From an optimization exercise on the open Yosys and OpenROAD flow, aimed at small area, a short achievable clock period and few clock cycles; shortcuts taken in it are not production practice.
Function was checked by simulation only, so behaviour that the tests miss may differ from the original.
Power and IR drop assume default switching activity.

File: config.mk
export PLATFORM = sky130hd
export DESIGN_NAME = vmstack_core
export DESIGN_NICKNAME = vmstack_core
export VERILOG_FILES = /design/flow/design.v
export SDC_FILE = /design/flow/constraint.sdc
export NUM_CORES = 4
export LEC_CHECK = 0
export CAP_MARGIN = 20
export CORE_MARGIN = 2
export CORE_UTILIZATION = 40
export SLEW_MARGIN = 20
File: constraint.sdc
create_clock -name core_clock -period 10.0 [get_ports {clk}]
set_input_delay 2.0000 -clock core_clock [delete_from_list [all_inputs] [get_ports {clk}]]
set_output_delay 2.0000 -clock core_clock [all_outputs]
set_load 0.01 [all_outputs]
File: design.v
module vmstack_core (
    input  wire        clk,
    input  wire        rst,           
    input  wire        start,         
    input  wire [8:0]  img_len,       
    output wire        mem_req,
    output wire        mem_we,
    output wire [7:0]  mem_addr,
    output wire [31:0] mem_wdata,
    input  wire        mem_ack,
    input  wire [31:0] mem_rdata,
    output wire [1:0]  run,
    output wire [2:0]  fcause,
    output wire [8:0]  pc,
    output wire [8:0]  sp,
    output wire [31:0] result,
    output wire        result_valid,
    output reg         trace_valid,
    output wire [8:0]  trace_pc,
    output reg  [2:0]  trace_op,
    output wire [31:0] trace_tos,
    output wire        trace_tos_valid
);
    localparam [8:0] ORIGIN = 9'd100;
    localparam [1:0] RUNNING = 2'd0, HALTED = 2'd1, FAULTED = 2'd2, NORUN = 2'd3;
    localparam [2:0] F_ILLEGAL   = 3'd1, F_UNDERFLOW = 3'd2, F_OVERFLOW = 3'd3,
                     F_DIVZERO   = 3'd4, F_RESERVED  = 3'd5, F_PCRANGE  = 3'd6;
    localparam [2:0] OP_HALT = 3'd0, OP_ADD = 3'd1, OP_SUB = 3'd2, OP_MUL = 3'd3,
                     OP_DIV  = 3'd4, OP_PUSH = 3'd5;
    reg [1:0]  run_r;
    reg [2:0]  fc_r;
    reg [8:0]  fpc;         
    reg [8:0]  lim;
    reg        more;        
    reg [6:0]  sp_r;
    reg        sp_emp;      
    reg [29:0] ir;          
    reg        irv;
    reg        k_push, k_halt, k_add, k_sub, k_mul, k_div, k_ill, k_res;
    reg        k_as, k_md;  
    reg [31:0] T, N, A;
    reg        nv, nd;
    reg        s_ex, s_mul, s_div, s_dneg, s_dfix;
    reg [5:0]  cnt;
    reg        qneg;
    reg        stl;         
    reg        sf;          
    reg        fq;          
    wire running = (run_r == RUNNING);
    assign run          = run_r;
    assign fcause       = fc_r;
    assign pc           = fpc;
    assign sp           = {2'b00, sp_r};
    assign result       = T;
    assign result_valid = (run_r == HALTED) && !sp_emp;
    assign trace_tos    = T;
    assign trace_tos_valid = !sp_emp;
    assign trace_pc     = fpc - 9'd1 - {8'd0, irv};
    assign mem_req   = sf || (fq && running);
    assign mem_we    = sf && k_push;
    assign mem_addr  = sf ? {1'b0, sp_r} : fpc[7:0];
    assign mem_wdata = N;
    wire [1:0] rtag = mem_rdata[31:30];
    wire       rlow = (mem_rdata[29:3] == 27'd0);
    wire [2:0] rop  = mem_rdata[2:0];
    wire       r_op = (rtag == 2'b01) && rlow;
    wire       r_opx = (rtag == 2'b01);
    wire       r_binx = r_opx && (rop != 3'd0) && (rop <= 3'd4);
    wire ex_go = running && s_ex && irv && !stl;
    wire e_as  = s_ex && k_as;
    wire e_md  = s_ex && k_md;
    wire xs_N  = e_as;
    wire xs_R  = s_div;
    wire ys_T  = e_as || s_dfix;
    wire ys_N  = e_md || s_dneg || s_div;
    wire inv   = (s_ex && (k_sub || (k_div && N[31]))) || s_dneg || s_dfix || (s_div && !A[31]);
    wire [31:0] pp0  = {32{T[0]}} & N;
    wire [31:0] pp1  = {32{T[1]}} & {N[30:0], 1'b0};
    wire [31:0] cs_s = A ^ pp0 ^ pp1;
    wire [31:0] cs_c = (A & pp0) | (A & pp1) | (pp0 & pp1);
    wire [31:0] P = ({32{s_mul}} & cs_s) | ({32{xs_N}} & N) | ({32{xs_R}} & {A[30:0], T[31]});
    wire [31:0] Q = ({32{s_mul}} & {cs_c[30:0], 1'b0}) |
                    ((({32{ys_T}} & T) | ({32{ys_N}} & N)) ^ {32{inv}});
    wire [31:0] S = P + Q + {31'd0, inv};
    wire [7:0] gT, gN;
    genvar g;
    generate for (g = 0; g < 8; g = g + 1) begin : grp
        assign gT[g] = |T[4*g+3:4*g];
        assign gN[g] = |N[4*g+3:4*g];
    end endgenerate
    wire mul_swap = (gN < gT);
    wire mul_last = (T[31:2] == 30'd0);
    wire div_q0   = (cnt == 6'd0) && (T < N);    
    wire div_skip = (cnt <= 6'd24) && (A[31:24] == 8'd0) && ({A[23:0], T[31:24]} < N);
    wire div_last = div_skip ? (cnt == 6'd24) : (cnt == 6'd31);
    wire t_zero   = (T == 32'd0);
    wire [8:0] fpc_inc = fpc + 9'd1;
    wire [8:0] fpc_dec = fpc - 9'd1;
    reg [1:0]  n_run;
    reg [2:0]  n_fc;
    reg [8:0]  n_fpc, n_lim;
    reg        n_more;
    reg [6:0]  n_sp;
    reg [29:0] n_ir;
    reg        n_irv;
    reg        n_push, n_halt, n_add, n_sub, n_mul, n_div, n_ill, n_res, n_as, n_md;
    reg [31:0] n_T, n_N, n_A;
    reg        n_nv, n_nd;
    reg        n_ex, n_smul, n_sdiv, n_sdneg, n_sdfix;
    reg [5:0]  n_cnt;
    reg        n_qneg;
    reg        n_tv;
    reg [2:0]  n_top;
    reg        n_stl, n_sf, n_fq;
    reg        n_ret;       
    always @(*) begin
        n_run = run_r;  n_fc = fc_r;  n_fpc = fpc;  n_lim = lim;  n_more = more;
        n_sp = sp_r;    n_ir = ir;    n_irv = irv;
        n_push = k_push; n_halt = k_halt; n_add = k_add; n_sub = k_sub; n_mul = k_mul;
        n_div = k_div;  n_ill = k_ill; n_res = k_res; n_as = k_as; n_md = k_md;
        n_T = T;  n_N = N;  n_A = A;  n_nv = nv;  n_nd = nd;
        n_ex = s_ex; n_smul = s_mul; n_sdiv = s_div; n_sdneg = s_dneg; n_sdfix = s_dfix;
        n_cnt = cnt; n_qneg = qneg;
        n_tv = 1'b0; n_top = trace_op;
        n_ret = 1'b0;
        if (!running) begin
            if (start) begin
                n_run = (img_len > 9'd156) ? NORUN : RUNNING;
                begin
                    n_fc    = 3'd0;
                    n_fpc   = ORIGIN;
                    n_lim   = ORIGIN + img_len;
                    n_more  = (img_len != 9'd0);
                    n_sp    = 7'd100;
                    n_irv   = 1'b0;
                    n_nv    = 1'b0;
                    n_nd    = 1'b0;
                    n_ex    = 1'b1;
                    n_smul  = 1'b0;
                    n_sdiv  = 1'b0;
                    n_sdneg = 1'b0;
                    n_sdfix = 1'b0;
                end
            end
        end else begin
            if (fq) begin
                n_ir   = mem_rdata[29:0];
                n_push = (rtag == 2'b00);
                n_res  = (rtag == 2'b10);
                n_ill  = rtag[0] && !(r_op && rop <= 3'd4);
                n_halt = r_opx && rop == 3'd0;
                n_add  = r_opx && rop == 3'd1;
                n_sub  = r_opx && rop == 3'd2;
                n_mul  = r_opx && rop == 3'd3;
                n_div  = r_opx && rop == 3'd4;
                n_as   = r_opx && (rop == 3'd1 || rop == 3'd2);
                n_md   = r_opx && (rop == 3'd3 || rop == 3'd4);
                n_irv  = mem_ack;
                if (mem_ack) begin
                    n_fpc  = fpc_inc;
                    n_more = (fpc_inc != lim);
                end
            end else if (ex_go) begin
                n_irv = 1'b0;
            end
            if (sf) begin
                if (k_push) begin
                    if (mem_ack) n_nd = 1'b0;
                end else begin
                    n_N  = mem_rdata;
                    n_nv = mem_ack;
                    n_nd = 1'b0;
                end
            end
            if (s_ex) begin
                if (!irv) begin
                    if (!more) begin
                        n_run = FAULTED;
                        n_fc  = F_PCRANGE;
                    end
                end else if (!stl) begin
                    if (k_ill) begin
                        n_run = FAULTED; n_fc = F_ILLEGAL; n_fpc = fpc_dec;
                    end else if (k_res) begin
                        n_run = FAULTED; n_fc = F_RESERVED; n_fpc = fpc_dec;
                    end else if (k_push) begin
                        if (sp_r == 7'd0) begin
                            n_run = FAULTED; n_fc = F_OVERFLOW; n_fpc = fpc_dec;
                        end else begin
                            n_T  = {2'b00, ir};
                            n_N  = T;
                            n_nv = !sp_emp;
                            n_nd = 1'b1;
                            n_sp = sp_r - 7'd1;
                            n_tv = 1'b1;
                            n_top = OP_PUSH;
                        end
                    end else if (k_halt) begin
                        n_run = HALTED;
                        n_fpc = fpc;
                        n_irv = 1'b0;
                        n_tv  = 1'b1;
                        n_top = OP_HALT;
                    end else begin  
                        if (sp_r > 7'd98) begin
                            n_run = FAULTED; n_fc = F_UNDERFLOW; n_fpc = fpc_dec;
                        end else if (k_div && t_zero) begin
                            n_run = FAULTED; n_fc = F_DIVZERO; n_fpc = fpc_dec;
                        end else begin
                            if (k_as) begin
                                n_T = S;
                                n_ret = 1'b1;
                                n_top = k_add ? OP_ADD : OP_SUB;
                            end else if (k_mul) begin
                                if (mul_swap) begin
                                    n_T = S;     
                                    n_N = T;
                                end
                                n_A    = 32'd0;
                                n_ex   = 1'b0;
                                n_smul = 1'b1;
                                n_top  = OP_MUL;
                            end else begin       
                                n_T      = S;    
                                n_N      = T;
                                n_qneg   = N[31] ^ T[31];
                                n_A      = 32'd0;
                                n_cnt    = 6'd0;
                                n_ex     = 1'b0;
                                n_sdneg  = T[31];
                                n_sdiv   = !T[31];
                                n_top    = OP_DIV;
                            end
                        end
                    end
                end
            end
            if (s_mul) begin
                n_A = S;
                n_N = {N[29:0], 2'b00};
                if (mul_last) begin
                    n_T    = S;
                    n_ret = 1'b1;
                    n_smul = 1'b0;
                    n_ex   = 1'b1;
                end else begin
                    n_T = {2'b00, T[31:2]};
                end
            end
            if (s_dneg) begin
                n_N     = S;
                n_sdneg = 1'b0;
                n_sdiv  = 1'b1;
            end
            if (s_div) begin
                if (div_q0) begin
                    n_T    = 32'd0;
                    n_ret = 1'b1;
                    n_sdiv = 1'b0;
                    n_ex   = 1'b1;
                end else begin
                    if (div_skip) begin
                        n_A   = {A[23:0], T[31:24]};
                        n_T   = {T[23:0], 8'd0};
                        n_cnt = cnt + 6'd8;
                    end else begin
                        n_A   = S;
                        n_T   = {T[30:0], !S[31]};
                        n_cnt = cnt + 6'd1;
                    end
                    if (div_last) begin
                        n_sdiv = 1'b0;
                        if (qneg) begin
                            n_sdfix = 1'b1;
                        end else begin
                            n_ret = 1'b1;
                            n_ex = 1'b1;
                        end
                    end
                end
            end
            if (s_dfix) begin
                n_T     = S;
                n_ret = 1'b1;
                n_sdfix = 1'b0;
                n_ex    = 1'b1;
            end
        end
        if (n_ret) begin
            n_nv = 1'b0;
            n_sp = sp_r + 7'd1;
            n_tv = 1'b1;
        end
        if (rst) begin
            n_run = NORUN;
            n_tv  = 1'b0;
        end
        n_stl = (n_push && n_nv && n_nd) || ((n_as || n_md) && !n_nv);
        if (rst) begin
            n_sf = 1'b0;
            n_fq = 1'b0;
        end else if (running) begin
            n_sf = (n_run == RUNNING) && n_ex && n_irv && n_stl;
            n_fq = (n_run == RUNNING) && n_more && (!n_irv || (n_ex && !n_stl));
        end else begin
            n_sf = 1'b0;
            n_fq = start && (img_len != 9'd0);
        end
    end
    always @(posedge clk) begin
        run_r <= n_run;  fc_r <= n_fc;  fpc <= n_fpc;  lim <= n_lim;  more <= n_more;
        sp_r <= n_sp;    sp_emp <= (n_sp == 7'd100);
        ir <= n_ir;      irv <= n_irv;
        k_push <= n_push; k_halt <= n_halt; k_add <= n_add; k_sub <= n_sub;
        k_mul <= n_mul;  k_div <= n_div;  k_ill <= n_ill;  k_res <= n_res;
        k_as <= n_as;    k_md <= n_md;
        T <= n_T;  N <= n_N;  A <= n_A;  nv <= n_nv;  nd <= n_nd;
        s_ex <= n_ex;  s_mul <= n_smul;  s_div <= n_sdiv;  s_dneg <= n_sdneg;  s_dfix <= n_sdfix;
        cnt <= n_cnt;  qneg <= n_qneg;
        trace_valid <= n_tv;  trace_op <= n_top;
        stl <= n_stl;  sf <= n_sf;  fq <= n_fq;
    end
endmodule
File: flow/run.sh
#!/bin/bash
set -euo pipefail
cd "$(dirname "$0")/.."
bash ./standard.sh "BUFFER_PORTS_ARGS=-buffer_cell sky130_fd_sc_hd__buf_1" \
    SETUP_SLACK_MARGIN=5.5 finish > run_flow.log 2>&1
File: standard.sh
#!/bin/bash
# synth_recipe.tcl (not shown) runs the flow's synth.tcl, then flattens the netlist and writes it again
# the make line also repeats each setting of config.mk as NAME=value (left out here)
make -C /OpenROAD-flow-scripts/flow DESIGN_CONFIG=/design/flow/config.mk WORK_HOME=/design/flow/orfs CLKGATE_MAP_FILE= SYNTH_SCRIPT=/design/flow/synth_recipe.tcl "${@:-finish}"
==> results of run 1 <==
[synth_stat cells (7+ instances only)]
cell / n
sky130_fd_sc_hd__or3_1: 7
sky130_fd_sc_hd__o21a_1: 9
sky130_fd_sc_hd__edfxtp_1: 168
sky130_fd_sc_hd__nor2b_1: 10
sky130_fd_sc_hd__nor3_1: 26
sky130_fd_sc_hd__nor4_1: 28
sky130_fd_sc_hd__a221oi_1: 33
sky130_fd_sc_hd__a22oi_1: 64
sky130_fd_sc_hd__buf_1: 13
sky130_fd_sc_hd__nor2_1: 152
sky130_fd_sc_hd__a211oi_1: 40
sky130_fd_sc_hd__o221ai_1: 14
sky130_fd_sc_hd__ha_1: 114
sky130_fd_sc_hd__nand2b_1: 18
sky130_fd_sc_hd__xor2_1: 60
sky130_fd_sc_hd__nand3_1: 40
sky130_fd_sc_hd__a21o_1: 30
sky130_fd_sc_hd__fa_1: 31
sky130_fd_sc_hd__o21ai_1: 31
sky130_fd_sc_hd__o21ai_0: 64
sky130_fd_sc_hd__inv_1: 103
sky130_fd_sc_hd__a222oi_1: 30
sky130_fd_sc_hd__and2_1: 67
sky130_fd_sc_hd__a21oi_1: 180
sky130_fd_sc_hd__a31oi_1: 16
sky130_fd_sc_hd__and3_1: 20
sky130_fd_sc_hd__o22a_1: 9
sky130_fd_sc_hd__dfxtp_1: 22
sky130_fd_sc_hd__mux2_2: 10
sky130_fd_sc_hd__nand2_1: 195
sky130_fd_sc_hd__buf_4: 34
sky130_fd_sc_hd__nand4_1: 25
sky130_fd_sc_hd__clkbuf_1: 98
sky130_fd_sc_hd__xnor2_1: 43
sky130_fd_sc_hd__mux2i_1: 58
sky130_fd_sc_hd__buf_2: 12
[metal layers]
layer,up-vias,global-route usage,part of all wire
met5,-,0,0
met3,213,0.05583,0.10
li1,7592,-,-
met1,8357,0.4044,0.40
met2,1077,0.4718,0.45
met4,0,0.1491,0.049
[path summary, 6_finish.rpt]
| check | end | startpoint |
|---|---|---|
| worst max-delay path | A[20]$_DFFE_PP_ | T[0]$_DFFE_PP_ |
| worst min-delay path | nd$_DFF_P_ | nd$_DFF_P_ |
| worst max register to register | A[20]$_DFFE_PP_ | T[0]$_DFFE_PP_ |
| worst min register to register | nd$_DFF_P_ | nd$_DFF_P_ |
[metrics by stage]
stage,std cells,power [mW],util
6_report,2697,2.106,0.4570
5_1_grt,2697,2.175,0.4570
4_1_cts,2678,2.057,0.4450
3_5_place_dp,2634,1.359,0.4261
3_3_place_gp,2634,1.354,0.4261
2_1_floorplan,1995,1.226,-
[cell families after synthesis]
| group | after synthesis | synth area share |
|---|---|---|
| and+or+nand+nor | 616 | 0.1695 |
| AOI/OAI and AO/OA | 603 | 0.2350 |
| buffers and inverters | 268 | 0.06885 |
| DFF | 190 | 0.3164 |
| adders and majority gates | 145 | 0.1181 |
| xor gates and xnor gates | 103 | 0.05203 |
| muxes | 68 | 0.03998 |
| other | 1 | 0.0002163 |
[flip-flops by register name, summed over array words and instances (netlist names), 2 cells and up]
signal	count
A	32
N	32
T	32
cnt	6
fc_r	3
fpc	9
ir	30
lim	9
run_r	2
sp_r	7
trace_op	3
[repair_timing]
item                       in CTS  in global routing
gates cloned                    1                  2
setup buffers                  11                 17
pin swaps                       4                 28
setup endpoints to repair      63                 43
gates resized for setup        29                 55
[worst max-delay path, stage by stage (launching register included)]
cell                       delay (ns)
sky130_fd_sc_hd__edfxtp_1        0.47
sky130_fd_sc_hd__buf_4           0.19
sky130_fd_sc_hd__buf_12          0.14
sky130_fd_sc_hd__and2_1          0.13
sky130_fd_sc_hd__ha_1            0.29
sky130_fd_sc_hd__a22oi_1         0.22
sky130_fd_sc_hd__nand2_1         0.14
sky130_fd_sc_hd__mux2_4          0.33
sky130_fd_sc_hd__fa_2            0.41
sky130_fd_sc_hd__a21o_1          0.16
sky130_fd_sc_hd__a21o_1          0.20
sky130_fd_sc_hd__a21oi_2         0.21
sky130_fd_sc_hd__o21ai_4         0.12
sky130_fd_sc_hd__a31o_2          0.25
sky130_fd_sc_hd__o41ai_4         0.32
sky130_fd_sc_hd__o21a_1          0.26
sky130_fd_sc_hd__xnor2_2         0.09
sky130_fd_sc_hd__a221oi_1        0.29
sky130_fd_sc_hd__a21oi_1         0.07
[final cells by class]
class | count | area share
Inverter | 105 | 0.02037
Tap cell | 585 | 0.03735
Multi-Input combinational cell | 1537 | 0.5672
Sequential cell | 190 | 0.2799
Timing Repair Buffer | 248 | 0.06671
Clock buffer | 20 | 0.02279
Clock inverter | 12 | 0.005682
[power breakdown]
part | switching [mW] | internal, mW | total (mW)
Combinational | 0.320 | 0.191 | 0.511
Clock | 0.345 | 0.351 | 0.696
Sequential | 0.0176 | 0.881 | 0.898
Total | 0.683 | 1.42 | 2.11
[cells in the final DEF, fill, tap and decap left out, types with 7 or more instances in the layout]
cell and instances:
sky130_fd_sc_hd__nand3_1 39, sky130_fd_sc_hd__clkbuf_16 19, sky130_fd_sc_hd__ha_1 104, sky130_fd_sc_hd__nand4_1 25, sky130_fd_sc_hd__o21ai_0 62, sky130_fd_sc_hd__nor2_1 145, sky130_fd_sc_hd__edfxtp_1 168, sky130_fd_sc_hd__and2_1 67
sky130_fd_sc_hd__a22oi_1 64, sky130_fd_sc_hd__a31oi_1 13, sky130_fd_sc_hd__a221oi_1 31, sky130_fd_sc_hd__mux2_2 9, sky130_fd_sc_hd__xor2_1 57, sky130_fd_sc_hd__o21ai_1 28, sky130_fd_sc_hd__and3_1 19, sky130_fd_sc_hd__ha_4 7
sky130_fd_sc_hd__a222oi_1 30, sky130_fd_sc_hd__dfxtp_1 22, sky130_fd_sc_hd__a21oi_1 175, sky130_fd_sc_hd__nor2_2 7, sky130_fd_sc_hd__inv_1 100, sky130_fd_sc_hd__o221ai_1 12, sky130_fd_sc_hd__mux2i_1 58, sky130_fd_sc_hd__a21o_1 30
sky130_fd_sc_hd__nor4_1 26, sky130_fd_sc_hd__buf_1 186, sky130_fd_sc_hd__nand2_1 195, sky130_fd_sc_hd__fa_1 30, sky130_fd_sc_hd__nand2b_1 18, sky130_fd_sc_hd__xnor2_1 39, sky130_fd_sc_hd__o22a_1 9, sky130_fd_sc_hd__buf_6 7
sky130_fd_sc_hd__nor3_1 24, sky130_fd_sc_hd__nor2b_1 9, sky130_fd_sc_hd__buf_4 47, sky130_fd_sc_hd__a211oi_1 39, sky130_fd_sc_hd__o21a_1 9
==> implementation parameters, run 1 <==
Parameter                              Value

STA
  Final hold slack    0.5208 ns
  Count of final hold-check violations    0
  Pins over their slew limit    0
  Period minus WS final    4.582 ns
  Summed negative setup slack over all endpoints    0 ns
  Setup repair after global routing missed its margin    true
  Finish-stage setup viols    0
  Clock tree skew after final layout    0.01442 ns
  Transition time at the pin with the least slew margin    0.9844 ns
  Timing-limited maximum frequency    218.3 MHz
  Worst slew margin relative to its limit    0.3413
  Crit share post-route    0.4582
  Post-layout worst setup margin    5.418 ns

Detailed routing
  DR WL/cell    25.62 microns
  Total Wirelength    69090 microns
  Detailed-router iteration count before antenna repair    6
  Number of nets with antenna violations after routing    0
  Total via count in the routed design    17.24k
  Vias per cell    6.392
  Residual DRC    0
  Initial drt markers    2343

Yosys
  Fraction of the yosys area taken by sequential cells    0.3164
  Total of flip-flops plus latches after synthesis    190
  Cell Area, Synth    0.01734 sq mm
  Number of instances in the synthesized netlist    1994
  Most common flop cell mapped by yosys    sky130_fd_sc_hd__edfxtp_1
  Proportion of synthesized flip-flops having asynchronous set or reset    0
  Number of synthesized flops with an enable pin    168
  Cell type with the largest total area after synthesis    sky130_fd_sc_hd__edfxtp_1
  Count of cell types in the netlist    83
  Dominant cells by area after synthesis    sky130_fd_sc_hd__edfxtp_1 (29%), sky130_fd_sc_hd__ha_1 (8.2%), sky130_fd_sc_hd__a21oi_1 (5.2%)
  Mean Syn Cell Area    8.694 sq um
  Proportion of netlist area held by the largest area contributor    0.2910
  Count of warnings emitted by yosys    1

Run status
  Outcome    finished clean

Placement
  Count of buffers inserted at the top-level ports    186
  Routability Congestion    0.9132
  DP Area    0.01828 sq mm
  Pre-CTS WS    4.725 ns
  HPWL after detailed placement    47530 microns

Layout
  Number of inserted filler cells in the final layout    4248
  Layout area overhead    13.05%
  Net count of the finished layout    2289
  Layout cells sized above 1    0.08665
  Sequential standard cell area    0.005485 sq mm
  Post-route cell area    0.01960 sq mm
  Antenna cells    0
  Area taken by multi-input logic gates    0.01112 sq mm

Critical path
  Reg2reg path depth    18
  Required time of the critical path    10.20 ns
  Launching element type of the critical path    flop
  Critical Path End Type    flop
  Peak fanout along the critical path    7
  Critical path class    reg -> reg
  Internal reg-to-reg setup slack    5.42 ns
  Endpoint arrival time on the critical path    4.79 ns

Power and ir drop
  LEAKAGE    7.296 nW
  Cell Pwr Density    107.4 mW/mm^2
  Worst ir drop on vdd    0.1044 mV

Global route
  Number of antenna violations at the first check in global routing    0
  Vias in the first global route    16.08k
  Total grt overflow    0
  Global routing usage summed across all routing layers    0.3030
  Maximum number of pins on one net before global-route repair    74
  First-pass GRT wire length    102100 microns

Clocking
  Total number of H-tree levels    4
  Maximum buffer depth of the clock tree    2
  Sinks on the clock net    190
  Clock tree root driver cell    sky130_fd_sc_hd__clkbuf_16
  CTS tree    yes
  Clock latency at the later pin of the worst-skew pair    0.49 ns
  Reg clk slew, reported paths    0.08 ns
  Inserted Clock Buffers    17
  Post-CTS Hold Fix Bufs    0

Floorplan
  Die Wd    212.2 microns
  Die area    0.04502 sq mm
  Area of the core region    0.04289 sq mm
  Number of top-level pins    189
  Row count    76
  Die Ht    212.2 microns
  Effective utilization at floorplan    0.4042

Run
  Number of max-capacitance violations reported    0

Min path
  Hold Path Cell Cnt    2
  Worst min-delay path category    reg -> reg
Testbench counts, summed over its fixed seeds: cycles 54,286.
==> run 2: changes to the inputs <==
--- a/design.v
+++ b/design.v
@@ -47,4 +47,5 @@
     reg        sf;          
     reg        fq;          
+    reg [1:0]  mb;          
     wire running = (run_r == RUNNING);
     assign run          = run_r;
@@ -75,6 +76,6 @@
     wire ys_N  = e_md || s_dneg || s_div;
     wire inv   = (s_ex && (k_sub || (k_div && N[31]))) || s_dneg || s_dfix || (s_div && !A[31]);
-    wire [31:0] pp0  = {32{T[0]}} & N;
-    wire [31:0] pp1  = {32{T[1]}} & {N[30:0], 1'b0};
+    wire [31:0] pp0  = {32{mb[0]}} & N;
+    wire [31:0] pp1  = {32{mb[1]}} & {N[30:0], 1'b0};
     wire [31:0] cs_s = A ^ pp0 ^ pp1;
     wire [31:0] cs_c = (A & pp0) | (A & pp1) | (pp0 & pp1);
@@ -320,4 +321,5 @@
         trace_valid <= n_tv;  trace_op <= n_top;
         stl <= n_stl;  sf <= n_sf;  fq <= n_fq;
+        mb  <= s_mul ? T[3:2] : (mul_swap ? N[1:0] : T[1:0]);
     end
 endmodule
==> flow/run.sh (replaced) <==
#!/bin/bash
set -euo pipefail
cd "$(dirname "$0")/.."
bash ./standard.sh "BUFFER_PORTS_ARGS=-buffer_cell sky130_fd_sc_hd__buf_1" \
    SETUP_SLACK_MARGIN=5.4 finish > run_flow.log 2>&1
==> run 2 against run 1 <==
Worst hold slack improved by 0.0092 ns. Via count increased by 1.3%. Clock-buffer cell count decreased by 3. Flip-flop and latch count increased by 2. Critical path type unchanged. Highest routed layer unchanged.
==> implementation parameters, run 2 <==
Parameter                              Value

Run status
  Outcome    finished clean

Yosys
  Cell Area, Synth    0.01759 sq mm
  Number of synthesized flops with an enable pin    168
  Area share of and/or/nand/nor cells after synthesis    0.1729
  Total of flip-flops plus latches after synthesis    192
  Area share of xor/xnor cells in the synthesized design    0.05376
  Compound-Gate Fraction of Synth Area    0.2374
  Post-synth top cells    sky130_fd_sc_hd__nand2_1 (193), sky130_fd_sc_hd__a21oi_1 (175), sky130_fd_sc_hd__edfxtp_1 (168), sky130_fd_sc_hd__nor2_1 (156), sky130_fd_sc_hd__ha_1 (113)
  Number of instances in the synthesized netlist    2008
  Largest family of logic cells by synthesized area    compound AO/OA/AOI/OAI gates
  Mean Syn Cell Area    8.762 sq um
  Count of warnings emitted by yosys    1
  Most common flop cell mapped by yosys    sky130_fd_sc_hd__edfxtp_1
  Count of cell types in the netlist    88
  Most used standard cell by instance count after synthesis    sky130_fd_sc_hd__nand2_1
  Proportion of synthesized flip-flops having asynchronous set or reset    0
  Arithmetic-cell share of the synthesized area counting full adders, half adders and majority gates    0.1156
  Dominant cells by area after synthesis    sky130_fd_sc_hd__edfxtp_1 (29%), sky130_fd_sc_hd__ha_1 (8.0%), sky130_fd_sc_hd__a21oi_1 (5.0%)
  Multiplexer fraction of the synthesized cell area    0.03982
  Proportion of netlist area held by the largest area contributor    0.2867
  Fraction of the yosys area taken by sequential cells    0.3140
  Cell type with the largest total area after synthesis    sky130_fd_sc_hd__edfxtp_1

Global route
  Total grt overflow    0
  First-pass GRT wire length    102100 microns
  Maximum number of pins on one net before global-route repair    162
  Vias in the first global route    15.89k
  Number of antenna violations at the first check in global routing    0
  Global routing usage summed across all routing layers    0.3036

Floorplan
  Number of top-level pins    189
  Die area    0.04568 sq mm
  Row count    76
  Die Wd    213.7 microns
  Effective utilization at floorplan    0.4067
  Area of the core region    0.04327 sq mm
  Die Ht    213.7 microns

Critical path
  Launch point of the worst path    T[5]$_DFFE_PP_
  Number of cells on the critical path    10
  Cell family contributing the most delay on the critical path    compound AO/OA/AOI/OAI gates
  Internal reg-to-reg setup slack    5.48 ns
  Slowest cell on the critical path    sky130_fd_sc_hd__o21ai_4
  Destination of the worst register-to-register timing path    T[2]$_DFFE_PP_
  Peak fanout along the critical path    24
  Critical Path End Type    flop
  CP dominant cell by count    sky130_fd_sc_hd__a21oi_1
  Endpoint of the most critical setup path    T[2]$_DFFE_PP_
  Required time of the critical path    10.27 ns
  Sequence of cells on the critical path    ha_1 > a21o_1 > a221oi_1 > o21ai_1 > a221oi_2 > a2111oi_4 > o21ai_4 > a21oi_1 > a211oi_1 > a21oi_1
  Launching element type of the critical path    flop
  Critical Path Max Stage Delay    0.90 ns
  R2R Path Start    T[5]$_DFFE_PP_
  Endpoint arrival time on the critical path    4.79 ns
  Critical path class    reg -> reg
  Buffer and inverter count on the worst path    0
  Reg2reg path depth    10

Placement
  HPWL after detailed placement    47610 microns
  Pre-CTS WS    4.688 ns
  Count of buffers inserted at the top-level ports    186
  Routability Congestion    0.9136
  DP Area    0.01848 sq mm

Min path
  Worst min-delay path category    reg -> reg

STA
  Timing-limited maximum frequency    221.2 MHz
  Setup repair after global routing missed its margin    true
  Period minus WS final    4.522 ns
  Count of final hold-check violations    0
  Pins over their slew limit    0
  Summed negative setup slack over all endpoints    0 ns
  Clock tree skew after final layout    0.02296 ns
  Transition time at the pin with the least slew margin    1.147 ns
  Crit share post-route    0.4522
  Finish-stage setup viols    0
  Worst slew margin relative to its limit    0.2326
  Post-layout worst setup margin    5.478 ns

Detailed routing
  DR WL/cell    25.99 microns
  Detailed-router iteration count before antenna repair    9
  Number of nets with antenna violations after routing    0
  Total Wirelength    70570 microns
  Initial drt markers    2325
  Vias per cell    6.434
  Total via count in the routed design    17.47k
  Residual DRC    0

Layout
  Commonest non-fill, non-tap cell in the layout    sky130_fd_sc_hd__nand2_1
  Largest registers    A (32), N (32), T (32)
  Commonest cells after routing, fill and taps aside    sky130_fd_sc_hd__nand2_1 (191), sky130_fd_sc_hd__buf_1 (186), sky130_fd_sc_hd__edfxtp_1 (168), sky130_fd_sc_hd__a21oi_1 (167), sky130_fd_sc_hd__nor2_1 (152)
  Layout area overhead    12.45%
  Number of inserted filler cells in the final layout    4209
  Antenna cells    0
  Post-route core utilization    0.4573
  Net count of the finished layout    2306
  Post-route cell area    0.01979 sq mm
  Layout cells sized above 1    0.09014

Power and ir drop
  Clock group share of total power    0.272
  Net switching power    1.049 mW
  Total internal power    1.605 mW
  Cell Pwr Density    134.2 mW/mm^2
  LEAKAGE    7.706 nW
  Part of the power in registers    0.363
  Combinational share of power    0.364
  Worst ir drop on vdd    0.1481 mV
  Switching part of the total    0.3953

Clocking
  Reg clk slew, reported paths    0.09 ns
  Inserted Clock Buffers    17
  Post-CTS Hold Fix Bufs    0
  Sinks on the clock net    192
  CTS tree    yes
  Maximum buffer depth of the clock tree    2
  Clock latency at the later pin of the worst-skew pair    0.53 ns
  Total number of H-tree levels    4
  Clock tree root driver cell    sky130_fd_sc_hd__clkbuf_16

Run
  Number of max-capacitance violations reported    0
-- run 2: changes by cell type in the layout (fill, tap and decap cells not counted), sizes merged, moves of 5 or more --
| cell | delta |
|---|---|
| a2111oi | +6 |
| a211oi | +11 |
| a21oi | -5 |
| a41oi | -5 |
| and3 | -7 |
| buf | +9 |
| nor3 | +6 |
| xnor2 | +35 |
| xor2 | -30 |
-- run 2: worst min path at each step --
| stage | from | end | slack [ns] | cells past startpoint |
|---|---|---|---|---|
| after global routing | nd$_DFF_P_ | nd$_DFF_P_ | 0.56 | 2 |
| after global placement | nd$_DFF_P_ | nd$_DFF_P_ | 0.48 | 2 |
| after floorplan | nd$_DFF_P_ | nd$_DFF_P_ | 0.44 | 2 |
| after detailed placement | nd$_DFF_P_ | nd$_DFF_P_ | 0.50 | 2 |
| after CTS | nd$_DFF_P_ | nd$_DFF_P_ | 0.52 | 2 |
| final | nd$_DFF_P_ | nd$_DFF_P_ | 0.53 | 2 |
-- run 2: power groups by stage --
stage,logic [mW],clock network [mW],registers (mW)
6_report,0.967,0.722,0.965
3_3_place_gp,0.862,0,0.985
4_1_cts,0.895,0.730,0.966
2_1_floorplan,0.644,0,0.961
5_1_grt,1.04,0.754,0.968
3_5_place_dp,0.876,0,0.985
-- run 2: cell type report --
type / instances / area, sq um / area share
clock buffers: 17 / 425.4 / 0.02150
clock inverters: 15 / 147.6 / 0.007462
inverters: 98 / 372.9 / 0.01885
multi-input cells: 1552 / 11230 / 0.5678
flip-flops and latches: 192 / 5533 / 0.2796
well taps: 585 / 732.0 / 0.03699
repair buffers: 256 / 1341 / 0.06779
-- run 2: worst min-delay path, cell delays in order (launching register included) --
cell and delay, ns:
sky130_fd_sc_hd__dfxtp_1 0.32, sky130_fd_sc_hd__o21ai_0 0.07, sky130_fd_sc_hd__o21ai_0 0.10
-- run 2: logic make-up (layout without fill, tap and decap cells) --
group	after synthesis	after routing
simple gates	621	621
other cells	1	2
flops	192	192
xor+xnor	108	108
fa+ha+maj	144	144
mux	68	68
compound gates	609	609
buf+inv	265	386
-- run 2: through the flow --
step | power [mW] | hold WS [ns] | cells
CTS | 2.591 | 0.5168 | 2680
detailed placement | 1.861 | 0.4964 | 2636
global route | 2.764 | 0.5598 | 2715
global placement | 1.847 | 0.4766 | 2636
floorplan | 1.604 | 0.4442 | 2009
finish | 2.654 | 0.5300 | 2715
-- run 2: layer usage --
metal | wire length (microns) | GRT usage
met1 | 28900 | 0.4161
met2 | 31500 | 0.4659
met3 | 7353 | 0.06136
met4 | 2815 | 0.1288
met5 | 0 | 0
-- run 2: timing repair --
| action | in CTS | in global routing |
|---|---|---|
| cloned | 1 | 2 |
| pin swaps | 2 | 13 |
| setup buffers | 11 | 33 |
| endpoints found under the setup margin | 65 | 50 |
| gates resized for setup | 35 | 34 |
Testbench counts of run 2, summed over its fixed seeds: cycles 54,286.
==> run 3: changes to the inputs <==
--- a/design.v
+++ b/design.v
@@ -34,5 +34,4 @@
     reg        more;        
     reg [6:0]  sp_r;
-    reg        sp_emp;      
     reg [29:0] ir;          
     reg        irv;
@@ -54,4 +53,5 @@
     assign sp           = {2'b00, sp_r};
     assign result       = T;
+    wire   sp_emp       = (sp_r == 7'd100);
     assign result_valid = (run_r == HALTED) && !sp_emp;
     assign trace_tos    = T;
@@ -311,5 +311,5 @@
     always @(posedge clk) begin
         run_r <= n_run;  fc_r <= n_fc;  fpc <= n_fpc;  lim <= n_lim;  more <= n_more;
-        sp_r <= n_sp;    sp_emp <= (n_sp == 7'd100);
+        sp_r <= n_sp;
         ir <= n_ir;      irv <= n_irv;
         k_push <= n_push; k_halt <= n_halt; k_add <= n_add; k_sub <= n_sub;
==> flow/run.sh (replaced) <==
#!/bin/bash
set -euo pipefail
cd "$(dirname "$0")/.."
bash ./standard.sh "BUFFER_PORTS_ARGS=-buffer_cell sky130_fd_sc_hd__buf_1" \
    SETUP_SLACK_MARGIN=5.5 finish > run_flow.log 2>&1
==> run 3 against run 2 <==
Fmax increased by 1.1%. Cell area increased by 2.3%. Worst hold slack got worse by 0.0078 ns. Die area decreased by 1.4%. Register-to-register slack improved by 0.05 ns. Setup slack improved by 0.049 ns. Critical path depth increased by 5. Clock-buffer cell count unchanged. Largest cell class unchanged. Critical path type unchanged. Total power increased by 9.0%. Final cell count decreased by 0.63%. First-iteration DRC count decreased by 5.0%.
==> implementation parameters, run 3 <==
Parameter                              Value

Layout
  Net count of the finished layout    2285
  Layout area overhead    16.71%
  Commonest cells after routing, fill and taps aside    sky130_fd_sc_hd__nand2_1 (188), sky130_fd_sc_hd__buf_1 (186), sky130_fd_sc_hd__edfxtp_1 (175), sky130_fd_sc_hd__a21oi_1 (147), sky130_fd_sc_hd__nor2_1 (107)
  Layout cells sized above 1    0.1200
  Commonest non-fill, non-tap cell in the layout    sky130_fd_sc_hd__nand2_1
  Largest registers    A (32), N (32), T (32)

Min path
  Worst min-delay path category    reg -> reg
  Worst min-delay path endpoint    nd$_DFF_P_
  Startpoint of the most critical hold path    nd$_DFF_P_
  Hold Path Cell Cnt    1

Global route
  Vias in the first global route    16.42k
  Global routing usage summed across all routing layers    0.3161
  First-pass GRT wire length    105300 microns
  Maximum number of pins on one net before global-route repair    71
  Total grt overflow    0
  Number of antenna violations at the first check in global routing    5

Placement
  Routability Congestion    0.9532
  HPWL after detailed placement    49170 microns
  Pre-CTS WS    4.402 ns
  Count of buffers inserted at the top-level ports    186

Yosys
  Mean Syn Cell Area    8.922 sq um
  Cell Area, Synth    0.01734 sq mm
  Count of cell types in the netlist    80
  Proportion of netlist area held by the largest area contributor    0.3031
  Most used standard cell by instance count after synthesis    sky130_fd_sc_hd__nand2_1
  Cell type with the largest total area after synthesis    sky130_fd_sc_hd__edfxtp_1
  Post-synth top cells    sky130_fd_sc_hd__nand2_1 (190), sky130_fd_sc_hd__edfxtp_1 (175), sky130_fd_sc_hd__a21oi_1 (156), sky130_fd_sc_hd__ha_1 (113), sky130_fd_sc_hd__nor2_1 (113)
  Most common flop cell mapped by yosys    sky130_fd_sc_hd__edfxtp_1
  Count of warnings emitted by yosys    1
  Proportion of synthesized flip-flops having asynchronous set or reset    0
  Number of synthesized flops with an enable pin    175
  Fraction of the yosys area taken by sequential cells    0.3216
  Number of instances in the synthesized netlist    1943
  Dominant cells by area after synthesis    sky130_fd_sc_hd__edfxtp_1 (30%), sky130_fd_sc_hd__ha_1 (8.2%), sky130_fd_sc_hd__a21oi_1 (4.5%)
  Total of flip-flops plus latches after synthesis    191

STA
  Crit share post-route    0.4472
  Finish-stage setup viols    0
  Summed negative setup slack over all endpoints    0 ns
  Setup repair after global routing missed its margin    true
  Timing-limited maximum frequency    223.6 MHz
  Count of final hold-check violations    0
  Clock tree skew after final layout    0.01664 ns
  Post-layout worst setup margin    5.528 ns
  Pins over their slew limit    0
  Transition time at the pin with the least slew margin    1.001 ns
  Worst slew margin relative to its limit    0.3326
  Period minus WS final    4.472 ns

Clocking
  Total number of H-tree levels    4
  Maximum buffer depth of the clock tree    2
  Clock latency at the later pin of the worst-skew pair    0.48 ns
  Clock tree root driver cell    sky130_fd_sc_hd__clkbuf_16
  Inserted Clock Buffers    17
  Sinks on the clock net    191
  CTS tree    yes
  Reg clk slew, reported paths    0.08 ns

Power and ir drop
  Worst ir drop on vdd    0.09494 mV
  LEAKAGE    7.415 nW
  Cell Pwr Density    143.0 mW/mm^2

Critical path
  Sequence of cells on the critical path    and2_1 > fa_1 > a222oi_1 > inv_1 > ha_4 > and3_4 > a221oi_4 > o21ai_2 > a2111oi_4 > o2bb2ai_4 > a31oi_4 > xor2_1 > nor2_1 > a211oi_1 > a21oi_1
  R2R Path Start    N[3]$_DFFE_PP_
  Critical path class    reg -> reg
  Internal reg-to-reg setup slack    5.53 ns
  Reg2reg path depth    15
  Launching element type of the critical path    flop
  Required time of the critical path    10.20 ns
  Critical Path End Type    flop
  Destination of the worst register-to-register timing path    A[21]$_DFFE_PP_
  Peak fanout along the critical path    5
  Slowest cell on the critical path    sky130_fd_sc_hd__edfxtp_1
  Endpoint arrival time on the critical path    4.67 ns
  Critical Path Max Stage Delay    0.51 ns

Floorplan
  Area of the core region    0.04289 sq mm
  Die Wd    212.2 microns
  Number of top-level pins    189
  Effective utilization at floorplan    0.4042
  Die area    0.04502 sq mm
  Die Ht    212.2 microns
  Row count    76

Detailed routing
  Number of nets with antenna violations after routing    0
  Total via count in the routed design    17.70k
  Residual DRC    0
  DR WL/cell    27.25 microns
  Initial drt markers    2209
  Detailed-router iteration count before antenna repair    9
  Vias per cell    6.559
  Total Wirelength    73520 microns

Run
  Number of max-capacitance violations reported    0

Run status
  Outcome    finished clean
==> run 3: cell count changes in the layout (fill, tap and decap cells not counted), sizes merged, moves of 35 or more <==
cell	delta
a211oi	-36
buf	+35
nor2	-43
o211ai	+64
xnor2	-39
xor2	+37
==> run 3: logic make-up (layout without fill, tap and decap cells) <==
| logic type | Yosys count | count (layout) | share of synthesized area |
|---|---|---|---|
| muxes | 56 | 56 | 0.03298 |
| AOI/OAI and AO/OA | 611 | 612 | 0.2479 |
| adders and majority gates | 144 | 144 | 0.1174 |
| xor gates and xnor gates | 106 | 106 | 0.05355 |
| buffers and inverters | 269 | 433 | 0.06835 |
| DFF | 191 | 191 | 0.3216 |
| other | 1 | 6 | 0.0002163 |
| and+or+nand+nor | 565 | 565 | 0.1580 |
==> run 3: layout make-up <==
| class | instances | area [sq um] |
|---|---|---|
| clock inverter | 15 | 153.9 |
| antenna | 4 | 10.01 |
| clock buffer | 17 | 425.4 |
| multi-input combinational | 1485 | 11220 |
| inverter | 108 | 410.4 |
| tap | 585 | 732.0 |
| timing repair buffer | 293 | 1693 |
| sequential | 191 | 5584 |
| fill | 4090 | 22650 |
==> run 3: per-layer routing <==
metal  track usage  vias up  routed length, microns
li1              -     7583                       -
met1        0.4236     8610                   29250
met2        0.4673     1231                   31420
met3       0.07430      269                    8267
met4        0.1792        2                    4574
met5             0        -                      13
==> run 3: timing repair <==
action,CTS,global route
hold buffers,0,0
gates resized for setup,42,77
pin swaps,6,25
setup endpoints to repair,90,81
cloned,2,3
buffers inserted,23,48
==> run 3: where the power goes <==
part,internal [mW],switching [mW],leakage (nW)
clock,0.353,0.359,0.285
combinational,0.450,0.760,5.39
sequential,0.923,0.0481,1.74
total,1.73,1.17,7.41
==> run 3: critical path: cells and delay by family (launching register included) <==
family | cells | cell delay, ns
AO/OA/AOI/OAI | 8 | 1.90
adder cells (fa/ha/maj) | 2 | 0.71
flip-flops | 1 | 0.51
AND/OR/NAND/NOR | 3 | 0.48
XOR/XNOR | 1 | 0.47
buffers and inverters | 1 | 0.14
==> run 3: worst max-delay path by stage <==
stage / start / to / slack (ns)
CTS: N[2]$_DFFE_PP_ / A[30]$_DFFE_PP_ / 5.50
floorplan: N[31]$_DFFE_PP_ / A[29]$_DFFE_PP_ / 5.69
finish: N[3]$_DFFE_PP_ / A[21]$_DFFE_PP_ / 5.53
global placement: s_div$_SDFFCE_PN0N_ / A[26]$_DFFE_PP_ / 4.41
detailed placement: s_div$_SDFFCE_PN0N_ / A[30]$_DFFE_PP_ / 4.40
global route: N[4]$_DFFE_PP_ / A[21]$_DFFE_PP_ / 5.27
==> run 3: stage by stage <==
step,utilization,std cells,hold slack [ns],area (sq um),power (mW)
after CTS,0.4509,2643,0.5147,19340,2.751
after global routing,0.4718,2698,0.5570,20230,3.002
final,0.4718,2698,0.5222,20230,2.892
after detailed placement,0.4267,2586,0.4939,18300,2.010
after floorplan,-,1944,0.4492,17340,1.689
after global placement,0.4267,2586,0.4940,18300,2.001
Testbench counts of run 3, summed over its fixed seeds: cycles 54,286.
==> run 4: changes to the inputs <==
==> flow/run.sh (replaced) <==
#!/bin/bash
set -euo pipefail
cd "$(dirname "$0")/.."
bash ./standard.sh "BUFFER_PORTS_ARGS=-buffer_cell sky130_fd_sc_hd__buf_1" \
    SETUP_SLACK_MARGIN=5.7 finish > run_flow.log 2>&1
==> run 4 against run 3 <==
Die area unchanged. Worst hold slack better by 0.016 ns. Final cell count up 1.1%. Highest routed layer is now met4.
==> implementation parameters, run 4 <==
Parameter                              Value

Yosys
  Cell Area, Synth    0.01734 sq mm
  Count of cell types in the netlist    80
  Proportion of synthesized flip-flops having asynchronous set or reset    0
  Cell type with the largest total area after synthesis    sky130_fd_sc_hd__edfxtp_1
  Mean Syn Cell Area    8.922 sq um
  Number of instances in the synthesized netlist    1943
  Proportion of netlist area held by the largest area contributor    0.3031
  Most used standard cell by instance count after synthesis    sky130_fd_sc_hd__nand2_1
  Total of flip-flops plus latches after synthesis    191
  Number of synthesized flops with an enable pin    175
  Post-synth top cells    sky130_fd_sc_hd__nand2_1 (190), sky130_fd_sc_hd__edfxtp_1 (175), sky130_fd_sc_hd__a21oi_1 (156), sky130_fd_sc_hd__ha_1 (113), sky130_fd_sc_hd__nor2_1 (113)
  Dominant cells by area after synthesis    sky130_fd_sc_hd__edfxtp_1 (30%), sky130_fd_sc_hd__ha_1 (8.2%), sky130_fd_sc_hd__a21oi_1 (4.5%)
  Fraction of the yosys area taken by sequential cells    0.3216
  Most common flop cell mapped by yosys    sky130_fd_sc_hd__edfxtp_1
  Count of warnings emitted by yosys    1

Layout
  Commonest cells after routing, fill and taps aside    sky130_fd_sc_hd__nand2_1 (188), sky130_fd_sc_hd__buf_1 (182), sky130_fd_sc_hd__edfxtp_1 (175), sky130_fd_sc_hd__a21oi_1 (143), sky130_fd_sc_hd__buf_4 (116)
  Layout area overhead    20.16%
  Number of inserted filler cells in the final layout    4013
  Commonest non-fill, non-tap cell in the layout    sky130_fd_sc_hd__nand2_1
  Antenna cells    0
  Net count of the finished layout    2318
  Layout cells sized above 1    0.1522
  Largest registers    A (32), N (32), T (32)

Power and ir drop
  Total design power    3.025 mW
  Cell Pwr Density    145.2 mW/mm^2
  Worst ir drop on vdd    0.1209 mV
  LEAKAGE    7.653 nW

Detailed routing
  Number of nets with antenna violations after routing    0
  Detailed-router iteration count before antenna repair    6
  Vias per cell    6.512
  Residual DRC    0
  DR WL/cell    27.50 microns
  Initial drt markers    2308
  Total via count in the routed design    17.76k
  Total Wirelength    75000 microns

Critical path
  Internal reg-to-reg setup slack    5.56 ns
  R2R Path Start    N[2]$_DFFE_PP_
  Endpoint arrival time on the critical path    4.63 ns
  Critical path class    reg -> reg
  Required time of the critical path    10.19 ns
  Destination of the worst register-to-register timing path    A[26]$_DFFE_PP_
  Reg2reg path depth    18
  Peak fanout along the critical path    4
  Critical Path End Type    flop
  Launching element type of the critical path    flop

Clocking
  Post-CTS Hold Fix Bufs    0
  Clock latency at the later pin of the worst-skew pair    0.48 ns
  Maximum buffer depth of the clock tree    2
  Inserted Clock Buffers    17
  Sinks on the clock net    191
  CTS tree    yes
  Clock tree root driver cell    sky130_fd_sc_hd__clkbuf_16
  Reg clk slew, reported paths    0.08 ns
  Total number of H-tree levels    4

Global route
  Maximum number of pins on one net before global-route repair    127
  First-pass GRT wire length    107500 microns
  Number of antenna violations at the first check in global routing    0
  Total grt overflow    0
  Global routing usage summed across all routing layers    0.3223
  Vias in the first global route    16.62k

STA
  Crit share post-route    0.4435
  Period minus WS final    4.435 ns
  Finish-stage setup viols    0
  Summed negative setup slack over all endpoints    0 ns
  Pins over their slew limit    0
  Count of final hold-check violations    0
  Clock tree skew after final layout    0.01659 ns
  Setup repair after global routing missed its margin    true
  Timing-limited maximum frequency    225.5 MHz
  Worst slew margin relative to its limit    0.1767
  Transition time at the pin with the least slew margin    1.234 ns

Run
  Number of max-capacitance violations reported    0

Placement
  Routability Congestion    0.9310
  Count of buffers inserted at the top-level ports    186
  HPWL after detailed placement    49470 microns

Floorplan
  Effective utilization at floorplan    0.4042
  Die Ht    212.2 microns
  Die Wd    212.2 microns
  Row count    76
  Number of top-level pins    189
  Area of the core region    0.04289 sq mm
  Die area    0.04502 sq mm

Min path
  Hold Path Cell Cnt    1
  Worst min-delay path endpoint    nd$_DFF_P_
  Worst min-delay path category    reg -> reg
  Startpoint of the most critical hold path    nd$_DFF_P_

Run status
  Outcome    finished clean
[run 4: cell counts after synthesis]
Identical to the previous run, type by type.
[run 4: logic make-up after synthesis]
kind of cell	Yosys count	synth area share
compound gates	611	0.2479
simple gates	565	0.1580
buf+inv	269	0.06835
flops	191	0.3216
fa+ha+maj	144	0.1174
xor+xnor	106	0.05355
mux	56	0.03298
other cells	1	0.0002163
[run 4: stage by stage]
step           instances  area, sq um  setup WS [ns]  hold slack (ns)    util
2_1_floorplan       1944        17340          5.730           0.4492       -
3_3_place_gp        2587        18320          4.401           0.4957  0.4272
3_5_place_dp        2587        18320          4.359           0.5039  0.4272
4_1_cts             2678        19940          5.598           0.5235  0.4650
5_1_grt             2727        20830          5.463           0.5502  0.4857
6_report            2727        20830          5.565           0.5381  0.4857
[run 4: power by group]
group / switching, mW / total, mW / internal, mW
Sequential: 0.0474 / 0.971 / 0.923
Combinational: 0.809 / 1.34 / 0.530
Clock: 0.352 / 0.716 / 0.364
Total: 1.21 / 3.02 / 1.82
[run 4: area by class of cell]
| type | count | area, sq um | share of cell area |
|---|---|---|---|
| Multi-Input combinational cell | 1486 | 11540 | 0.5541 |
| Inverter | 108 | 410.4 | 0.01970 |
| Tap cell | 585 | 732.0 | 0.03514 |
| Clock buffer | 20 | 456.7 | 0.02192 |
| Timing Repair Buffer | 325 | 1979 | 0.09503 |
| Sequential cell | 191 | 5585 | 0.2681 |
| Clock inverter | 12 | 123.9 | 0.005947 |
[run 4: repair_timing]
action / 4_1_cts / 5_1_grt
pin swaps: 19 / 31
gates resized for setup: 93 / 94
setup buffers: 56 / 46
endpoints found under the setup margin: 90 / 90
gates cloned: 3 / 3
[run 4: critical path, cell delays in order (launching register included)]
cell                        delay, ns
sky130_fd_sc_hd__edfxtp_1        0.49
sky130_fd_sc_hd__buf_6           0.18
sky130_fd_sc_hd__and2_1          0.14
sky130_fd_sc_hd__fa_1            0.44
sky130_fd_sc_hd__a222oi_1        0.34
sky130_fd_sc_hd__inv_1           0.12
sky130_fd_sc_hd__ha_4            0.29
sky130_fd_sc_hd__a21o_1          0.14
sky130_fd_sc_hd__a21oi_2         0.09
sky130_fd_sc_hd__o21ai_2         0.28
sky130_fd_sc_hd__nand3_4         0.17
sky130_fd_sc_hd__a2111oi_4       0.46
sky130_fd_sc_hd__o22ai_2         0.21
sky130_fd_sc_hd__buf_4           0.18
sky130_fd_sc_hd__buf_6           0.12
sky130_fd_sc_hd__xnor2_4         0.18
sky130_fd_sc_hd__inv_2           0.06
sky130_fd_sc_hd__a221oi_2        0.23
sky130_fd_sc_hd__a21oi_1         0.06
[run 4: worst max-delay path by stage]
stage               slack [ns]               to  cells past startpoint                start
floorplan                 5.73   T[0]$_DFFE_PP_                      9      T[13]$_DFFE_PP_
global placement          4.40  A[26]$_DFFE_PP_                     17  s_div$_SDFFCE_PN0N_
detailed placement        4.36  A[26]$_DFFE_PP_                     17  s_div$_SDFFCE_PN0N_
CTS                       5.60  A[24]$_DFFE_PP_                     17       N[7]$_DFFE_PP_
global route              5.46  A[30]$_DFFE_PP_                     17       N[2]$_DFFE_PP_
finish                    5.56  A[26]$_DFFE_PP_                     18       N[2]$_DFFE_PP_
[run 4: per-layer routing]
| metal | up-vias | GRT usage | part of all wire |
|---|---|---|---|
| li1 | 7636 | - | - |
| met1 | 8657 | 0.4222 | 0.39 |
| met5 | - | 0 | 0 |
| met4 | 0 | 0.1518 | 0.055 |
| met3 | 239 | 0.08050 | 0.11 |
| met2 | 1226 | 0.4985 | 0.44 |
==> run 5: changes to the inputs <==
--- a/design.v
+++ b/design.v
@@ -34,4 +34,5 @@
     reg        more;        
     reg [6:0]  sp_r;
+    reg        sp_emp;      
     reg [29:0] ir;          
     reg        irv;
@@ -46,5 +47,4 @@
     reg        sf;          
     reg        fq;          
-    reg [1:0]  mb;          
     wire running = (run_r == RUNNING);
     assign run          = run_r;
@@ -53,12 +53,13 @@
     assign sp           = {2'b00, sp_r};
     assign result       = T;
-    wire   sp_emp       = (sp_r == 7'd100);
     assign result_valid = (run_r == HALTED) && !sp_emp;
     assign trace_tos    = T;
     assign trace_tos_valid = !sp_emp;
     assign trace_pc     = fpc - 9'd1 - {8'd0, irv};
-    assign mem_req   = sf || (fq && running);
+    wire img_ok   = (img_len != 9'd0) && (img_len <= 9'd156);
+    wire st_fetch = start && !running && img_ok;
+    assign mem_req   = sf || fq || st_fetch;
     assign mem_we    = sf && k_push;
-    assign mem_addr  = sf ? {1'b0, sp_r} : fpc[7:0];
+    assign mem_addr  = sf ? {1'b0, sp_r} : (running ? fpc[7:0] : ORIGIN[7:0]);
     assign mem_wdata = N;
     wire [1:0] rtag = mem_rdata[31:30];
@@ -76,6 +77,6 @@
     wire ys_N  = e_md || s_dneg || s_div;
     wire inv   = (s_ex && (k_sub || (k_div && N[31]))) || s_dneg || s_dfix || (s_div && !A[31]);
-    wire [31:0] pp0  = {32{mb[0]}} & N;
-    wire [31:0] pp1  = {32{mb[1]}} & {N[30:0], 1'b0};
+    wire [31:0] pp0  = {32{T[0]}} & N;
+    wire [31:0] pp1  = {32{T[1]}} & {N[30:0], 1'b0};
     wire [31:0] cs_s = A ^ pp0 ^ pp1;
     wire [31:0] cs_c = (A & pp0) | (A & pp1) | (pp0 & pp1);
@@ -127,6 +128,8 @@
         if (!running) begin
             if (start) begin
-                n_run = (img_len > 9'd156) ? NORUN : RUNNING;
-                begin
+                if (img_len > 9'd156) begin
+                    n_run = NORUN;
+                end else begin
+                    n_run   = RUNNING;
                     n_fc    = 3'd0;
                     n_fpc   = ORIGIN;
@@ -135,4 +138,22 @@
                     n_sp    = 7'd100;
                     n_irv   = 1'b0;
+                    if (img_ok) begin
+                        n_ir   = mem_rdata[29:0];
+                        n_push = (rtag == 2'b00);
+                        n_res  = (rtag == 2'b10);
+                        n_ill  = rtag[0] && !(r_op && rop <= 3'd4);
+                        n_halt = r_opx && rop == 3'd0;
+                        n_add  = r_opx && rop == 3'd1;
+                        n_sub  = r_opx && rop == 3'd2;
+                        n_mul  = r_opx && rop == 3'd3;
+                        n_div  = r_opx && rop == 3'd4;
+                        n_as   = r_opx && (rop == 3'd1 || rop == 3'd2);
+                        n_md   = r_opx && (rop == 3'd3 || rop == 3'd4);
+                        n_irv  = mem_ack;
+                        if (mem_ack) begin
+                            n_fpc  = ORIGIN + 9'd1;
+                            n_more = (img_len != 9'd1);
+                        end
+                    end
                     n_nv    = 1'b0;
                     n_nd    = 1'b0;
@@ -305,11 +326,11 @@
             n_fq = (n_run == RUNNING) && n_more && (!n_irv || (n_ex && !n_stl));
         end else begin
-            n_sf = 1'b0;
-            n_fq = start && (img_len != 9'd0);
+            n_sf = st_fetch && mem_ack && r_binx;
+            n_fq = st_fetch && (!mem_ack || (img_len != 9'd1 && !r_binx));
         end
     end
     always @(posedge clk) begin
         run_r <= n_run;  fc_r <= n_fc;  fpc <= n_fpc;  lim <= n_lim;  more <= n_more;
-        sp_r <= n_sp;
+        sp_r <= n_sp;    sp_emp <= (n_sp == 7'd100);
         ir <= n_ir;      irv <= n_irv;
         k_push <= n_push; k_halt <= n_halt; k_add <= n_add; k_sub <= n_sub;
@@ -321,5 +342,4 @@
         trace_valid <= n_tv;  trace_op <= n_top;
         stl <= n_stl;  sf <= n_sf;  fq <= n_fq;
-        mb  <= s_mul ? T[3:2] : (mul_swap ? N[1:0] : T[1:0]);
     end
 endmodule
==> run.sh (new file) <==
#!/bin/bash
# synth_recipe.tcl (not shown) runs the flow's synth.tcl, then flattens the netlist and writes it again
# the make line also repeats each setting of config.mk as NAME=value (left out here)
make -C /OpenROAD-flow-scripts/flow DESIGN_CONFIG=/design/flow/config.mk WORK_HOME=/design/flow/orfs CLKGATE_MAP_FILE= SYNTH_SCRIPT=/design/flow/synth_recipe.tcl finish
--- a/config.mk
+++ b/config.mk
@@ -9,3 +9,4 @@
 export CORE_MARGIN = 2
 export CORE_UTILIZATION = 40
+export SETUP_SLACK_MARGIN = 5
 export SLEW_MARGIN = 20
removed: flow/run.sh
removed: standard.sh
==> run 5 against run 4 <==
Still clean. Sequential share of layout area about the same. Clock skew down 0.0069 ns. Combinational power down 55%. Clock power up 4.1%. Register-to-register slack worse by 0.30 ns. Cell area down 1.6%. Critical path depth up 15. Highest routed layer unchanged.
==> implementation parameters, run 5 <==
Parameter                              Value

Run
  Number of max-capacitance violations reported    0

Critical path
  Destination of the worst register-to-register timing path    A[25]$_DFFE_PP_
  CP dominant cell by count    sky130_fd_sc_hd__buf_4
  Slowest cell on the critical path    sky130_fd_sc_hd__buf_4
  Peak fanout along the critical path    3
  R2R Path Start    s_div$_SDFFCE_PN0P_
  Critical Path Max Stage Delay    0.13 ns
  Critical Path End Type    flop
  Reg2reg path depth    18
  Required time of the critical path    10.27 ns
  Endpoint arrival time on the critical path    5.79 ns
  Critical path class    in -> reg
  Launching element type of the critical path    input pin
  Internal reg-to-reg setup slack    5.26 ns

STA
  Finish-stage setup viols    0
  Clock tree skew after final layout    0.009710 ns
  Setup repair after global routing missed its margin    true
  Crit share post-route    0.5524
  Count of final hold-check violations    0
  Worst slew margin relative to its limit    0.2704
  Pins over their slew limit    0
  Period minus WS final    5.524 ns
  Transition time at the pin with the least slew margin    1.094 ns
  Summed negative setup slack over all endpoints    0 ns
  Timing-limited maximum frequency    181.0 MHz

Layout
  Commonest cells after routing, fill and taps aside    sky130_fd_sc_hd__nand2_1 (226), sky130_fd_sc_hd__clkdlybuf4s50_1 (173), sky130_fd_sc_hd__edfxtp_1 (168), sky130_fd_sc_hd__a21oi_1 (133), sky130_fd_sc_hd__ha_1 (111)
  Largest registers    A (32), N (32), T (32)
  Post-route cell area    0.02049 sq mm
  Area taken by multi-input logic gates    0.01079 sq mm
  Post-route core utilization    0.4863
  Layout area overhead    19.31%
  Sequential standard cell area    0.005485 sq mm
  Net count of the finished layout    2271
  Commonest non-fill, non-tap cell in the layout    sky130_fd_sc_hd__nand2_1
  Antenna cells    0
  Number of inserted filler cells in the final layout    3981
  Layout cells sized above 1    0.09312

Placement
  Count of buffers inserted at the top-level ports    186
  Routability Congestion    0.9718
  DP Area    0.01931 sq mm
  HPWL after detailed placement    48040 microns

Detailed routing
  Residual DRC    0
  Detailed-router iteration count before antenna repair    10
  Vias per cell    6.503
  Total Wirelength    70500 microns
  DR WL/cell    26.78 microns
  Total via count in the routed design    17.12k
  Number of nets with antenna violations after routing    0
  Initial drt markers    2148

Yosys
  Most common flop cell mapped by yosys    sky130_fd_sc_hd__edfxtp_1
  Cell Area, Synth    0.01718 sq mm
  Count of warnings emitted by yosys    1
  Fraction of the yosys area taken by sequential cells    0.3194
  Proportion of netlist area held by the largest area contributor    0.2937
  Mean Syn Cell Area    8.817 sq um
  Proportion of synthesized flip-flops having asynchronous set or reset    0
  Number of synthesized flops with an enable pin    168
  Number of instances in the synthesized netlist    1948
  Most used standard cell by instance count after synthesis    sky130_fd_sc_hd__nand2_1
  Total of flip-flops plus latches after synthesis    190
  Cell type with the largest total area after synthesis    sky130_fd_sc_hd__edfxtp_1
  Post-synth top cells    sky130_fd_sc_hd__nand2_1 (226), sky130_fd_sc_hd__edfxtp_1 (168), sky130_fd_sc_hd__a21oi_1 (135), sky130_fd_sc_hd__ha_1 (114), sky130_fd_sc_hd__clkbuf_1 (107)
  Dominant cells by area after synthesis    sky130_fd_sc_hd__edfxtp_1 (29%), sky130_fd_sc_hd__ha_1 (8.3%), sky130_fd_sc_hd__nand2_1 (4.9%)
  Count of cell types in the netlist    87

Global route
  Global routing usage summed across all routing layers    0.3151
  First-pass GRT wire length    105000 microns
  Total grt overflow    0
  Vias in the first global route    16.58k
  Number of antenna violations at the first check in global routing    0
  Maximum number of pins on one net before global-route repair    72

Min path
  Startpoint of the most critical hold path    nd$_DFF_P_
  Hold Path Cell Cnt    2
  Worst min-delay path category    reg -> reg
  Worst min-delay path endpoint    nd$_DFF_P_

Floorplan
  Row count    75
  Number of top-level pins    189
  Die area    0.04461 sq mm
  Area of the core region    0.04213 sq mm
  Effective utilization at floorplan    0.4076
  Die Ht    211.2 microns
  Die Wd    211.2 microns

Clocking
  Clock tree root driver cell    sky130_fd_sc_hd__clkbuf_16
  Total number of H-tree levels    4
  Clock latency at the later pin of the worst-skew pair    0.51 ns
  Sinks on the clock net    190
  Reg clk slew, reported paths    0.07 ns
  Inserted Clock Buffers    17
  Maximum buffer depth of the clock tree    2
  CTS tree    yes

Power and ir drop
  Worst ir drop on vdd    0.1154 mV
  LEAKAGE    7.778 nW
  Cell Pwr Density    110.5 mW/mm^2

Run status
  Outcome    finished clean
[run 5: cell count changes in the layout (fill, tap and decap cells not counted), sizes merged, moves of 15 or more]
cell / delta
nor2: -21
nor2b: -16
clkdlybuf4s50: +173
nand2: +36
a21oi: -19
buf: -231
a221oi: -20
mux2i: -15
[run 5: power breakdown]
part	internal, mW	switching (mW)	total, mW	leakage (nW)
clock network	0.385	0.360	0.745	0.304
logic	0.238	0.360	0.598	5.76
registers	0.898	0.0231	0.921	1.71
total	1.52	0.743	2.26	7.78
[run 5: routing by layer]
layer	wire length [microns]	global-route usage	up-vias	part of all wire
met4	2848	0.1321	0	0.040
met1	28940	0.4280	8373	0.41
li1	-	-	7565	-
met2	32030	0.4942	1005	0.45
met3	6677	0.05575	179	0.095
met5	0	0	-	0
[run 5: metrics by stage]
| step | hold slack, ns | setup WS (ns) | power [mW] | cells |
|---|---|---|---|---|
| 6_report | 0.4646 | 4.476 | 2.264 | 2633 |
| 5_1_grt | 0.5184 | 4.466 | 2.339 | 2633 |
| 4_1_cts | 0.4626 | 4.581 | 2.246 | 2627 |
| 3_5_place_dp | 0.4539 | 3.747 | 1.496 | 2550 |
| 3_3_place_gp | 0.4425 | 3.738 | 1.489 | 2550 |
| 2_1_floorplan | 0.4264 | 4.853 | 1.311 | 1949 |
[run 5: area by class of cell]
type                    count  share of cell area
multi-input cells        1494              0.5264
repair buffers            270              0.1233
inverters                 108             0.02009
well taps                 539             0.03291
clock buffers              20             0.02387
clock inverters            12            0.005679
flip-flops and latches    190              0.2677
[run 5: critical path: cells and delay by family]
kind / cells / cell delay [ns]
buffers and inverters: 33 / 3.76
[run 5: what timing repair did]
| item | in CTS | in global routing |
|---|---|---|
| hold buffers | 0 | 0 |
| buffers inserted | 45 | 6 |
| pin swaps | 9 | 6 |
| resized for setup | 64 | 24 |
| setup endpoints to repair | 68 | 38 |
[run 5: kinds of logic after synthesis]
kind of cell | share of synthesized area
muxes | 0.02389
adders and majority gates | 0.1192
and+or+nand+nor | 0.1727
DFF | 0.3194
AOI/OAI and AO/OA | 0.2481
other | 0.0002183
buffers and inverters | 0.06600
xor gates and xnor gates | 0.05048
[run 5: how the worst max path moves through the flow]
stage,from,to,cells past startpoint
floorplan,img_len[2],mem_req,7
global placement,img_len[3],mem_req,9
detailed placement,img_len[2],mem_req,9
CTS,img_len[3],mem_req,9
global route,img_len[2],mem_req,10
finish,img_len[2],lim[2]$_DFFE_PP_,33
Testbench counts of run 5, summed over its fixed seeds: cycles 53,518.

re-timing with driven ports:
The results above use ideal ports. As a check the final layouts listed here were re-extracted and re-timed, cells and wires unchanged.
Step 1 sets driving cells, clkbuf_16 on the clock port and buf_2 on the other inputs (assumed; they add their load-dependent delay and slew).
Step 2 moves the port delays by t, midway between the first and last clock arrival at a register: inputs arrive t later, outputs are due t later. That takes back most of the time a late clock gives input paths.
Three values: no drivers, after step 1, after step 2; two values: the first two.
| run | t, ns | setup slack, ns | worst setup path at the end | latest minus earliest clock arrival (ns) | cell pins on the clock port's net |
|---|---|---|---|---|---|
| run 1 | 0.538 | 5.418 / 5.418 / 5.418 | register to register | 0.015 / 0.015 | 1 |
| run 2 | 0.574 | 5.478 / 5.478 / 5.478 | register to register | 0.024 / 0.024 | 1 |
| run 3 | 0.528 | 5.528 / 5.528 / 5.528 | register to register | 0.017 / 0.017 | 1 |
| run 4 | 0.522 | 5.565 / 5.555 / 5.565 | register to register | 0.018 / 0.018 | 1 |
| run 5 | 0.558 | 4.476 / 4.447 / 3.898 | input to register | 0.009 / 0.010 | 1 |
After both steps setup and hold are still met in every run listed. The setup slack of run 5, which loses most, moves by -0.029 ns with the drivers and by -0.578 ns with both steps.
